From an optimization exercise on the open Yosys and OpenROAD flow, aimed at small area; shortcuts taken in it are not production practice.
The RTL was checked by simulation tests, not by an equivalence proof against the original design.

==> design/flow/constraint.sdc <==
create_clock -name core_clock -period 12.0 [get_ports {clk}]
set_input_delay 2.4000 -clock core_clock [delete_from_list [all_inputs] [get_ports {clk}]]
set_output_delay 2.4000 -clock core_clock [all_outputs]
set_load 0.01 [all_outputs]
==> design/flow/design.v <==
module udma_uart (
  input  wire        clk,
  input  wire        rst,
  input  wire        cg,
  input  wire        rx_in,
  output wire        tx_out,
  output reg         evt_rx,
  output reg         evt_tx,
  input  wire        reg_valid,
  input  wire        reg_write,
  input  wire [1:0]  reg_sz,
  input  wire [6:0]  reg_off,
  input  wire [31:0] reg_wdata,
  output reg  [31:0] reg_rdata,
  output reg         reg_err,
  output reg         tx_req_valid,
  output wire [31:0] tx_req_addr,
  output wire [2:0]  tx_req_n,
  input  wire        tx_rsp_valid,
  input  wire [31:0] tx_rsp_data,
  output reg         rx_req_valid,
  output wire [31:0] rx_req_addr,
  output wire [2:0]  rx_req_n,
  output wire [31:0] rx_req_data,
  input  wire        rx_rsp_valid
);
  localparam POOL = 4;
  localparam TX_IDLE   = 3'd0;
  localparam TX_START  = 3'd1;
  localparam TX_DATA   = 3'd2;
  localparam TX_PARITY = 3'd3;
  localparam TX_STOP   = 3'd4;
  localparam RX_WAIT_START = 2'd0;
  localparam RX_DATA       = 2'd1;
  localparam RX_PARITY     = 2'd2;
  localparam RX_WAIT_STOP  = 2'd3;
  reg [31:0] rx_saddr, tx_saddr;
  reg        rx_cont,  tx_cont;
  reg [1:0]  rx_ds,    tx_ds;
  reg        rx_en,    tx_en;
  reg [2:0]             rx_dcnt,   tx_dcnt;
  reg [POOL-1:0][31:0]  rx_dstart, tx_dstart;
  reg [POOL-1:0][19:0]  rx_dtotal, tx_dtotal;
  reg [POOL-1:0][1:0]   rx_dds,    tx_dds;
  reg [POOL-1:0]        rx_dcont,  tx_dcont;
  reg [19:0]            rx_off,    tx_off;
  reg [3:0][7:0] rx_stage, tx_stage;
  reg [2:0]      rx_scnt,  tx_scnt;
  reg        rx_out_v,  tx_out_v;
  reg [2:0]  rx_out_n,  tx_out_n;
  reg        rx_out_disc, tx_out_disc;
  reg        rx_rdy_v,  tx_rdy_v;
  reg [1:0]  parity_mode;
  reg        stop2;
  reg [15:0] clkdiv;
  reg [2:0]  tx_state;
  reg [7:0]  tx_shift;
  reg [2:0]  tx_bit;
  reg        tx_stop;
  reg [15:0] tx_cnt;
  reg        tx_line;
  reg [1:0]  rx_state;
  reg [7:0]  rx_shift;
  reg [2:0]  rx_bit;
  reg [16:0] rx_cnt;
  reg        rx_prev;
  assign tx_out      = tx_line;
  assign tx_req_addr = tx_dstart[0] + {12'd0, tx_off};
  assign tx_req_n    = tx_out_n;
  assign rx_req_addr = rx_dstart[0] + {12'd0, rx_off};
  assign rx_req_n    = rx_out_n;
  assign rx_req_data = rx_stage;
  reg [31:0] n_rx_saddr, n_tx_saddr;
  reg        n_rx_cont,  n_tx_cont;
  reg [1:0]  n_rx_ds,    n_tx_ds;
  reg        n_rx_en,    n_tx_en;
  reg [2:0]             n_rx_dcnt,   n_tx_dcnt;
  reg [POOL-1:0][31:0]  n_rx_dstart, n_tx_dstart;
  reg [POOL-1:0][19:0]  n_rx_dtotal, n_tx_dtotal;
  reg [POOL-1:0][1:0]   n_rx_dds,    n_tx_dds;
  reg [POOL-1:0]        n_rx_dcont,  n_tx_dcont;
  reg [19:0]            n_rx_off,    n_tx_off;
  reg [3:0][7:0] n_rx_stage, n_tx_stage;
  reg [2:0]      n_rx_scnt,  n_tx_scnt;
  reg        n_rx_out_v,  n_tx_out_v;
  reg [2:0]  n_rx_out_n,  n_tx_out_n;
  reg        n_rx_out_disc, n_tx_out_disc;
  reg        n_rx_rdy_v,  n_tx_rdy_v;
  reg [1:0]  n_parity_mode;
  reg        n_stop2;
  reg [15:0] n_clkdiv;
  reg [2:0]  n_tx_state;
  reg [7:0]  n_tx_shift;
  reg [2:0]  n_tx_bit;
  reg        n_tx_stop;
  reg [15:0] n_tx_cnt;
  reg        n_tx_line;
  reg [1:0]  n_rx_state;
  reg [7:0]  n_rx_shift;
  reg [2:0]  n_rx_bit;
  reg [16:0] n_rx_cnt;
  reg        n_rx_prev;
  reg        n_evt_rx, n_evt_tx;
  reg        n_tx_req_valid, n_rx_req_valid;
  reg        acc_ok;
  reg [2:0]  unit;
  reg [2:0]  nn;
  reg        pb;
  reg [19:0] rx_offn, tx_offn;
  reg [19:0] rx_rem,  tx_rem;
  reg [1:0]  tx_idx;
  integer    i;
  always @* begin
    n_rx_saddr = rx_saddr;   n_tx_saddr = tx_saddr;
    n_rx_cont  = rx_cont;    n_tx_cont  = tx_cont;
    n_rx_ds    = rx_ds;      n_tx_ds    = tx_ds;
    n_rx_en    = rx_en;      n_tx_en    = tx_en;
    n_rx_dcnt   = rx_dcnt;   n_tx_dcnt   = tx_dcnt;
    n_rx_dstart = rx_dstart; n_tx_dstart = tx_dstart;
    n_rx_dtotal = rx_dtotal; n_tx_dtotal = tx_dtotal;
    n_rx_dds    = rx_dds;    n_tx_dds    = tx_dds;
    n_rx_dcont  = rx_dcont;  n_tx_dcont  = tx_dcont;
    n_rx_off    = rx_off;    n_tx_off    = tx_off;
    n_rx_stage = rx_req_valid ? (rx_stage >> {rx_out_n, 3'b000}) : rx_stage;
    n_tx_stage = tx_stage;
    n_rx_scnt  = rx_scnt;    n_tx_scnt  = tx_scnt;
    n_rx_out_v    = rx_out_v;    n_tx_out_v    = tx_out_v;
    n_rx_out_n    = rx_out_n;    n_tx_out_n    = tx_out_n;
    n_rx_out_disc = rx_out_disc; n_tx_out_disc = tx_out_disc;
    n_rx_rdy_v    = rx_rdy_v;    n_tx_rdy_v    = tx_rdy_v;
    n_parity_mode = parity_mode;
    n_stop2       = stop2;
    n_clkdiv      = clkdiv;
    n_tx_state = tx_state;  n_tx_shift = tx_shift;  n_tx_bit = tx_bit;
    n_tx_stop  = tx_stop;   n_tx_cnt   = tx_cnt;    n_tx_line = tx_line;
    n_rx_state = rx_state;  n_rx_shift = rx_shift;  n_rx_bit = rx_bit;
    n_rx_cnt   = rx_cnt;    n_rx_prev  = rx_prev;
    n_evt_rx = 1'b0;
    n_evt_tx = 1'b0;
    n_tx_req_valid = 1'b0;
    n_rx_req_valid = 1'b0;
    reg_rdata = 32'd0;
    reg_err   = 1'b0;
    acc_ok    = 1'b0;
    unit      = 3'd0;
    nn        = 3'd0;
    pb        = 1'b0;
    tx_idx    = 2'd0;
    rx_offn = rx_off + {17'd0, rx_out_n};
    if (n_rx_rdy_v) begin
      if (!n_rx_out_disc) begin
        n_rx_off = rx_offn;
        if (rx_offn == rx_dtotal[0]) begin
          n_evt_rx = 1'b1;
          n_rx_off = 20'd0;
          if (!n_rx_dcont[0]) begin
            for (i = 0; i < POOL-1; i = i + 1) begin
              n_rx_dstart[i] = n_rx_dstart[i+1];
              n_rx_dtotal[i] = n_rx_dtotal[i+1];
              n_rx_dds[i]    = n_rx_dds[i+1];
              n_rx_dcont[i]  = n_rx_dcont[i+1];
            end
            n_rx_dcnt = n_rx_dcnt - 3'd1;
            if (n_rx_dcnt == 3'd0)
              n_rx_scnt = 3'd0;           
          end
        end
      end
      n_rx_out_v = 1'b0;
      n_rx_rdy_v = 1'b0;
    end
    tx_offn = tx_off + {17'd0, tx_out_n};
    if (n_tx_rdy_v) begin
      if (!n_tx_out_disc) begin
        n_tx_scnt = n_tx_out_n;
        n_tx_off  = tx_offn;
        if (tx_offn == tx_dtotal[0]) begin
          n_evt_tx = 1'b1;
          n_tx_off = 20'd0;
          if (!n_tx_dcont[0]) begin
            for (i = 0; i < POOL-1; i = i + 1) begin
              n_tx_dstart[i] = n_tx_dstart[i+1];
              n_tx_dtotal[i] = n_tx_dtotal[i+1];
              n_tx_dds[i]    = n_tx_dds[i+1];
              n_tx_dcont[i]  = n_tx_dcont[i+1];
            end
            n_tx_dcnt = n_tx_dcnt - 3'd1;
          end
        end
      end
      n_tx_out_v = 1'b0;
      n_tx_rdy_v = 1'b0;
    end
    if (rx_rsp_valid) n_rx_rdy_v = 1'b1;
    if (tx_rsp_valid) begin
      n_tx_rdy_v = 1'b1;
      n_tx_stage = tx_rsp_data;
    end
    if (reg_valid) begin
      acc_ok = (reg_sz == 2'b10) && (reg_off[1:0] == 2'b00) &&
               (reg_off == 7'h00 || reg_off == 7'h04 || reg_off == 7'h08 ||
                reg_off == 7'h10 || reg_off == 7'h14 || reg_off == 7'h18 ||
                reg_off == 7'h20 || reg_off == 7'h24);
      if (acc_ok && reg_write) begin
        if ((reg_off == 7'h08 || reg_off == 7'h18) && reg_wdata[2:1] == 2'b11)
          acc_ok = 1'b0;
        if (reg_off == 7'h24 && reg_wdata[1:0] == 2'b11)
          acc_ok = 1'b0;
      end
      if (acc_ok && reg_write) begin
        case (reg_off)
          7'h00: n_rx_saddr = reg_wdata;
          7'h04: begin
            if (n_rx_en && reg_wdata[19:0] != 20'd0 && n_rx_dcnt != POOL) begin
              for (i = 0; i < POOL; i = i + 1) begin
                if (i[2:0] == n_rx_dcnt) begin
                  n_rx_dstart[i] = n_rx_saddr;
                  n_rx_dtotal[i] = reg_wdata[19:0];
                  n_rx_dds[i]    = n_rx_ds;
                  n_rx_dcont[i]  = n_rx_cont;
                end
              end
              if (n_rx_dcnt == 3'd0) n_rx_off = 20'd0;
              n_rx_dcnt = n_rx_dcnt + 3'd1;
            end
          end
          7'h08: begin
            n_rx_cont = reg_wdata[0];
            n_rx_ds   = reg_wdata[2:1];
            n_rx_en   = reg_wdata[4];
            if (reg_wdata[6]) begin
              n_rx_dcnt = 3'd0;
              n_rx_scnt = 3'd0;
              if (n_rx_out_v) n_rx_out_disc = 1'b1;
            end
          end
          7'h10: n_tx_saddr = reg_wdata;
          7'h14: begin
            if (n_tx_en && reg_wdata[19:0] != 20'd0 && n_tx_dcnt != POOL) begin
              for (i = 0; i < POOL; i = i + 1) begin
                if (i[2:0] == n_tx_dcnt) begin
                  n_tx_dstart[i] = n_tx_saddr;
                  n_tx_dtotal[i] = reg_wdata[19:0];
                  n_tx_dds[i]    = n_tx_ds;
                  n_tx_dcont[i]  = n_tx_cont;
                end
              end
              if (n_tx_dcnt == 3'd0) n_tx_off = 20'd0;
              n_tx_dcnt = n_tx_dcnt + 3'd1;
            end
          end
          7'h18: begin
            n_tx_cont = reg_wdata[0];
            n_tx_ds   = reg_wdata[2:1];
            n_tx_en   = reg_wdata[4];
            if (reg_wdata[6]) begin
              n_tx_dcnt = 3'd0;
              n_tx_scnt = 3'd0;
              if (n_tx_out_v) n_tx_out_disc = 1'b1;
            end
          end
          7'h24: begin
            n_parity_mode = reg_wdata[1:0];
            n_stop2       = reg_wdata[2];
            n_clkdiv      = reg_wdata[31:16];
          end
          default: ;   
        endcase
      end
    end
    rx_rem = n_rx_dtotal[0] - n_rx_off;
    tx_rem = n_tx_dtotal[0] - n_tx_off;
    if (reg_valid) begin
      if (acc_ok && !reg_write) begin
        case (reg_off)
          7'h00: reg_rdata = n_rx_saddr;
          7'h04: reg_rdata = (n_rx_dcnt != 3'd0) ? {12'd0, rx_rem} : 32'd0;
          7'h08: reg_rdata = {26'd0, (n_rx_dcnt != 3'd0), n_rx_en, 1'b0, n_rx_ds, n_rx_cont};
          7'h10: reg_rdata = n_tx_saddr;
          7'h14: reg_rdata = (n_tx_dcnt != 3'd0) ? {12'd0, tx_rem} : 32'd0;
          7'h18: reg_rdata = {26'd0, (n_tx_dcnt != 3'd0), n_tx_en, 1'b0, n_tx_ds, n_tx_cont};
          7'h20: reg_rdata = {30'd0, (n_rx_state != RX_WAIT_START),
                              (n_tx_state != TX_IDLE) || (n_tx_scnt != 3'd0)};
          7'h24: reg_rdata = {n_clkdiv, 13'd0, n_stop2, n_parity_mode};
          default: reg_rdata = 32'd0;
        endcase
      end
      reg_err = !acc_ok;
    end
    if (cg) begin
      tx_idx = n_tx_out_n[1:0] - n_tx_scnt[1:0];
      if (n_tx_state == TX_IDLE) begin
        if (n_tx_scnt != 3'd0) begin
          n_tx_shift = n_tx_stage[tx_idx];
          n_tx_scnt  = n_tx_scnt - 3'd1;
          n_tx_state = TX_START;
          n_tx_line  = 1'b0;
          n_tx_cnt   = n_clkdiv;
        end
      end else if (n_tx_cnt != 16'd0) begin
        n_tx_cnt = n_tx_cnt - 16'd1;
      end else begin
        case (n_tx_state)
          TX_START: begin
            n_tx_state = TX_DATA;
            n_tx_bit   = 3'd0;
            n_tx_line  = n_tx_shift[0];
            n_tx_cnt   = n_clkdiv;
          end
          TX_DATA: begin
            if (n_tx_bit != 3'd7) begin
              n_tx_bit  = n_tx_bit + 3'd1;
              n_tx_line = n_tx_shift[n_tx_bit];
            end else if (n_parity_mode != 2'd0) begin
              n_tx_state = TX_PARITY;
              n_tx_line  = (n_parity_mode == 2'd1) ? ^n_tx_shift : ~^n_tx_shift;
            end else begin
              n_tx_state = TX_STOP;
              n_tx_stop  = 1'b0;
              n_tx_line  = 1'b1;
            end
            n_tx_cnt = n_clkdiv;
          end
          TX_PARITY: begin
            n_tx_state = TX_STOP;
            n_tx_stop  = 1'b0;
            n_tx_line  = 1'b1;
            n_tx_cnt   = n_clkdiv;
          end
          TX_STOP: begin
            if (!n_tx_stop && n_stop2) begin
              n_tx_stop = 1'b1;
              n_tx_line = 1'b1;
              n_tx_cnt  = n_clkdiv;
            end else if (n_tx_scnt != 3'd0) begin
              n_tx_shift = n_tx_stage[tx_idx];
              n_tx_scnt  = n_tx_scnt - 3'd1;
              n_tx_state = TX_START;
              n_tx_line  = 1'b0;
              n_tx_cnt   = n_clkdiv;
            end else begin
              n_tx_state = TX_IDLE;
              n_tx_line  = 1'b1;
            end
          end
          default: ;
        endcase
      end
      case (n_rx_state)
        RX_WAIT_START: begin
          if (n_rx_prev && !rx_in) begin
            n_rx_state = RX_DATA;
            n_rx_bit   = 3'd0;
            n_rx_cnt   = {1'b0, n_clkdiv} + {2'b00, n_clkdiv[15:1]} + {16'd0, n_clkdiv[0]};
          end
        end
        RX_DATA: begin
          if (n_rx_cnt != 17'd0) begin
            n_rx_cnt = n_rx_cnt - 17'd1;
          end else begin
            n_rx_shift = {rx_in, n_rx_shift[7:1]};
            n_rx_cnt = {1'b0, n_clkdiv};
            if (n_rx_bit != 3'd7) begin
              n_rx_bit = n_rx_bit + 3'd1;
            end else if (n_parity_mode != 2'd0) begin
              n_rx_state = RX_PARITY;
            end else begin
              if (n_rx_dcnt != 3'd0 && n_rx_scnt != 3'd4) begin
                n_rx_stage[n_rx_scnt[1:0]] = n_rx_shift;
                n_rx_scnt = n_rx_scnt + 3'd1;
              end
              n_rx_state = RX_WAIT_STOP;
            end
          end
        end
        RX_PARITY: begin
          if (n_rx_cnt != 17'd0) begin
            n_rx_cnt = n_rx_cnt - 17'd1;
          end else begin
            pb = (n_parity_mode == 2'd1) ? ^n_rx_shift : ~^n_rx_shift;
            if (n_parity_mode == 2'd0 || rx_in == pb) begin
              if (n_rx_dcnt != 3'd0 && n_rx_scnt != 3'd4) begin
                n_rx_stage[n_rx_scnt[1:0]] = n_rx_shift;
                n_rx_scnt = n_rx_scnt + 3'd1;
              end
            end
            n_rx_state = RX_WAIT_STOP;
            n_rx_cnt   = {1'b0, n_clkdiv};
          end
        end
        RX_WAIT_STOP: begin
          if (n_rx_cnt != 17'd0) n_rx_cnt = n_rx_cnt - 17'd1;
          else                   n_rx_state = RX_WAIT_START;
        end
        default: ;
      endcase
      n_rx_prev = rx_in;
    end
    if (n_rx_dcnt != 3'd0 && !n_rx_out_v) begin
      unit = 3'd1 << n_rx_dds[0];
      nn   = (rx_rem < {17'd0, unit}) ? rx_rem[2:0] : unit;
      if (n_rx_scnt >= nn) begin
        n_rx_out_v     = 1'b1;
        n_rx_out_n     = nn;
        n_rx_out_disc  = 1'b0;
        n_rx_req_valid = 1'b1;
        n_rx_scnt      = n_rx_scnt - nn;
      end
    end
    if (n_tx_dcnt != 3'd0 && !n_tx_out_v && n_tx_scnt == 3'd0) begin
      unit = 3'd1 << n_tx_dds[0];
      nn   = (tx_rem < {17'd0, unit}) ? tx_rem[2:0] : unit;
      n_tx_out_v     = 1'b1;
      n_tx_out_n     = nn;
      n_tx_out_disc  = 1'b0;
      n_tx_req_valid = 1'b1;
    end
    if (rst && reg_valid)
      reg_err = 1'b1;
  end
  always @(posedge clk) begin
    if (rst) begin
      rx_saddr <= 32'd0;  tx_saddr <= 32'd0;
      rx_cont  <= 1'b0;   tx_cont  <= 1'b0;
      rx_ds    <= 2'd0;   tx_ds    <= 2'd0;
      rx_en    <= 1'b0;   tx_en    <= 1'b0;
      rx_dcnt  <= 3'd0;   tx_dcnt  <= 3'd0;
      rx_scnt  <= 3'd0;   tx_scnt  <= 3'd0;
      rx_out_v <= 1'b0;   tx_out_v <= 1'b0;
      rx_rdy_v <= 1'b0;   tx_rdy_v <= 1'b0;
      parity_mode <= 2'd0;
      stop2       <= 1'b0;
      clkdiv      <= 16'd0;
      tx_state <= TX_IDLE;
      tx_line  <= 1'b1;
      rx_state <= RX_WAIT_START;
      rx_prev  <= 1'b1;
      evt_rx <= 1'b0;
      evt_tx <= 1'b0;
      tx_req_valid <= 1'b0;
      rx_req_valid <= 1'b0;
    end else begin
      rx_saddr <= n_rx_saddr;  tx_saddr <= n_tx_saddr;
      rx_cont  <= n_rx_cont;   tx_cont  <= n_tx_cont;
      rx_ds    <= n_rx_ds;     tx_ds    <= n_tx_ds;
      rx_en    <= n_rx_en;     tx_en    <= n_tx_en;
      rx_dcnt  <= n_rx_dcnt;   tx_dcnt  <= n_tx_dcnt;
      rx_scnt  <= n_rx_scnt;   tx_scnt  <= n_tx_scnt;
      rx_out_v <= n_rx_out_v;  tx_out_v <= n_tx_out_v;
      rx_rdy_v <= n_rx_rdy_v;  tx_rdy_v <= n_tx_rdy_v;
      parity_mode <= n_parity_mode;
      stop2       <= n_stop2;
      clkdiv      <= n_clkdiv;
      tx_state <= n_tx_state;
      tx_line  <= n_tx_line;
      rx_state <= n_rx_state;
      rx_prev  <= n_rx_prev;
      evt_rx <= n_evt_rx;
      evt_tx <= n_evt_tx;
      tx_req_valid <= n_tx_req_valid;
      rx_req_valid <= n_rx_req_valid;
    end
  end
  always @(posedge clk) begin
    rx_dstart <= n_rx_dstart;  tx_dstart <= n_tx_dstart;
    rx_dtotal <= n_rx_dtotal;  tx_dtotal <= n_tx_dtotal;
    rx_dds    <= n_rx_dds;     tx_dds    <= n_tx_dds;
    rx_dcont  <= n_rx_dcont;   tx_dcont  <= n_tx_dcont;
    rx_off    <= n_rx_off;     tx_off    <= n_tx_off;
    rx_stage <= n_rx_stage;    tx_stage <= n_tx_stage;
    rx_out_n    <= n_rx_out_n;     tx_out_n    <= n_tx_out_n;
    rx_out_disc <= n_rx_out_disc;  tx_out_disc <= n_tx_out_disc;
    tx_shift <= n_tx_shift;  tx_bit <= n_tx_bit;
    tx_stop  <= n_tx_stop;   tx_cnt <= n_tx_cnt;
    rx_shift <= n_rx_shift;  rx_bit <= n_rx_bit;
    rx_cnt   <= n_rx_cnt;
  end
endmodule
==> design/flow/config.mk <==
export PLATFORM = sky130hd
export DESIGN_NAME = udma_uart
export DESIGN_NICKNAME = udma_uart
export VERILOG_FILES = /design/flow/design.v
export SDC_FILE = /design/flow/constraint.sdc
export NUM_CORES = 4
export LEC_CHECK = 0
export CAP_MARGIN = 20
export CORE_MARGIN = 2
export CORE_UTILIZATION = 40
export SLEW_MARGIN = 20
==> design/flow/run.sh <==
#!/bin/bash
# synth_recipe.tcl (not shown) runs the flow's synth.tcl, then flattens the netlist and writes it again
# the make line also repeats each setting of config.mk as NAME=value (left out here)
make -C /OpenROAD-flow-scripts/flow DESIGN_CONFIG=/design/flow/config.mk WORK_HOME=/design/flow/orfs CLKGATE_MAP_FILE= SYNTH_SCRIPT=/design/flow/synth_recipe.tcl finish
==> results.txt <==
[how the worst max path moves through the flow]
stage                start            end  slack [ns]  cells past startpoint
2_1_floorplan   reg_off[1]  reg_rdata[18]        1.63                     28
6_report        reg_off[3]  reg_rdata[18]        0.57                     30
5_1_grt        tx_out_n[0]  reg_rdata[15]       -0.01                     39
3_5_place_dp    reg_off[4]  reg_rdata[19]        0.18                     30
3_3_place_gp    reg_off[4]  reg_rdata[18]        0.26                     30
4_1_cts        tx_out_n[0]  reg_rdata[18]        0.02                     40
[logic make-up after synthesis]
group | Yosys count | share of synthesized area, %
compound gates | 1260 | 19.3
mux | 418 | 11.0
buf+inv | 452 | 4.33
xor+xnor | 179 | 3.95
flops | 726 | 41.0
simple gates | 1387 | 15.7
fa+ha+maj | 144 | 4.67
[cells in the final DEF (no fill, tap or decap), types with 46 or more instances in the layout]
master	count
a21oi_1	558
dfxtp_1	554
nand2_1	503
nor2_1	492
mux2i_1	354
clkdlybuf4s50_1	218
o21ai_0	195
edfxtp_1	172
inv_1	160
ha_1	135
xnor2_1	114
buf_4	111
clkbuf_16	81
xor2_1	63
a31oi_1	63
a22oi_1	60
nand3_1	56
mux2_2	53
nor3_1	46
[critical path: cells and delay by family]
family | cells | cell delay (ns)
AO/OA/AOI/OAI | 16 | 2.74
AND/OR/NAND/NOR | 7 | 1.40
adder cells (fa/ha/maj) | 2 | 0.66
buffers and inverters | 4 | 1.64
XOR/XNOR | 1 | 0.20
[through the flow]
stage               instance area, sq um  worst slack, ns  utilization, %  hold slack, ns  setup TNS (ns)
floorplan                          39700             1.63               -           0.424               0
global placement                   43300            0.265            44.1           0.454               0
detailed placement                 43300            0.178            44.1           0.461               0
CTS                                45900           0.0151            46.7           0.473               0
global route                       46100          -0.0140            46.9           0.486         -0.0266
finish                             46100            0.568            46.9           0.470               0
[registers in the layout, summed over array words and instances (netlist names), 17 cells and up]
signal,count
rx_off,20
tx_saddr,32
tx_dstart,128
rx_saddr,32
rx_cnt,17
rx_dstart,128
tx_stage,32
tx_dtotal,80
rx_dtotal,80
tx_off,20
rx_stage,32
[power by group]
group,internal (W),switching (W)
clock,0.00139,0.00108
sequential,0.00262,0.000126
combinational,0.000782,0.000905
[layer usage]
layer / part of all wire, % / up-vias
li1: - / 16600
met1: 46 / 16300
met3: 7.5 / 194
met5: 0.019 / -
met4: 2.9 / 4
met2: 44 / 1206
[timing repair]
item | 4_1_cts | 5_1_grt
resized for setup | 3 | 25
setup buffers | 0 | 2
endpoints found under the setup margin | 3 | 8
pin swaps | 0 | 2
[layout make-up]
type,count,area (sq um),area share (%)
Clock buffer,119,2310,5.02
Multi-Input combinational cell,3388,21900,47.5
Clock inverter,33,313,0.679
Inverter,160,601,1.30
Sequential cell,726,16300,35.3
Antenna cell,2,5.00,0.0109
Tap cell,1287,1610,3.50
Timing Repair Buffer,335,3100,6.73
==> results_dict.tcl <==
set metrics [dict create \
    timing.slew.headroom_pct 17.6 \
    n_fill_cell 9530 \
    die_y_um 319 \
    cts_tree "yes" \
    grtUsageTotal_pct 24.5 \
    ys_ff_latch 726 \
    reg2reg_slack_ns 1.61 \
    setup_viol 0 \
    finalHoldViolations 0 \
    power_density_nw_per_um2 150 \
    io_buffers 220 \
    tightest_slew_ns 1.24 \
    fin_crit_ns 11.43 \
    p_leak_nw 18.0 \
    ant_nets 0 \
    drc 0 \
    die_w_um 319 \
    rr_worst_depth 37 \
    vias 34300 \
    yosysUniqueCellTypes 92 \
    syn2layout_area_growth_pct 16.1 \
    wl_per_cell_um 21.2 \
    grt_pass1_vias 32000 \
    final_nets 4916 \
    first_pass_iters 7 \
    p_total_w 0.00690 \
    fmaxAchievable_ghz 0.0875 \
    die-area_sq_um 102000 \
    dp_cells 5893 \
    start_kind "input pin" \
    antenna_found_initial 5 \
    drtIter0Drc 3465 \
    grt_max_degree 128 \
    gr-total-overflow 0 \
    synth_largest_area_cell "dfxtp_1" \
    cts_buffers 81 \
    hold_path_depth 1 \
    crit_arrival_ns 9.03 \
    hold_end "tx_stage[3]" \
    synth_area_leaders "dfxtp_1 28%, edfxtp_1 13%, mux2i_1 8.9%" \
    rows 115 \
    synth.yosys.seq_area_share_pct 41.0 \
    ys_top_cells_by_count "560 x a21oi_1, 554 x dfxtp_1, 506 x nand2_1, 495 x nor2_1, 354 x mux2i_1" \
    clock_latency_ns 0.66 \
    synth.most_common_cell "a21oi_1" \
    netlist_area_sq_um 39700 \
    core_sq_um 98300 \
    syn_avg_cell_area_sq_um 8.68 \
    crit_path_top_delay_cell "clkdlybuf4s50_1" \
    gp_congestion 0.926 \
    max_stage_delay_ns 0.67 \
    cts.path.max_buffers 3 \
    clk_pin_slew_ns 0.06 \
    min-delay-start "tx_stage[3]" \
    async_flop_share_pct 0 \
    synth_nets 4790 \
    path_class "input pin to output pin" \
    fin_crit_sh_pct 95.3 \
    grt.busiest_layer "met2" \
    irDropWorstVdd_v 0.0000897 \
    synth_top_flop_cell "dfxtp_1" \
    h-tree-depth 3 \
    root_buffer "clkbuf_16" \
    reg2reg_to "rx_scnt[2]" \
    use_met1_pct 34.6 \
    drive_gt1_share_pct 7.81 \
    r2r_start "rx_out_n[0]" \
    yosys_warnings 1 \
    grt_pass1_wl_um 196000 \
    drt_wl_total_um 128000 \
    cts.sinks 726 \
    met3_usage_pct 4.63 \
    synth_edf_count 172 \
    critical_path_required_ns 9.60 \
    path_common_cell "o21ai_1" \
    io_pins 221 \
    hpwlAfterDp_um 92300 \
    status "no timing/DRC/antenna violations" \
    drt-vias-per-instance 5.67 \
    drv_cap 0 \
    hold_class "flop to flop" \
    syn-instance-count 4566 \
    initial_core_util_pct 40.3 \
    hold_buffers 0 \
    grtUsageMet2_pct 37.6 \
    slew_viol_final 0 \
    fin_worst_skew_ns 0.0276 \
    critical_path.max_fanout 7 \
    worst_setup_path_end_kind "output pin" \
    stdcell_count 6050 \
    netlist.area_leader.share_pct 28.0 \
]

## re-timing with driven ports
In the flow no input, the clock included, has a driving cell. The finished layout below was timed again as built, in two steps. Step 1 (the two cells are an assumption about what drives the block):
set clk [get_ports {clk}]
set_driving_cell -lib_cell sky130_fd_sc_hd__clkbuf_16 $clk
set_driving_cell -lib_cell sky130_fd_sc_hd__buf_2 [delete_from_list [all_inputs] $clk]
Step 2, shift: input delay + t, output delay - t, t = (earliest + latest rising clock arrival at the registers) / 2. This alone moves slack from input paths to output paths. Three values: no drivers, after step 1, after step 2; two values: the first two.
shift t [ns]: 0.716
slack for setup (ns): 0.568 / 0.546 / 0.546
worst setup path after step 2: input to output
clock arrival spread, ns: 0.038 / 0.038
After both steps setup and hold are still met in this run. For this run, drivers alone change the setup slack by -0.022 ns; drivers and shift together by -0.022 ns.
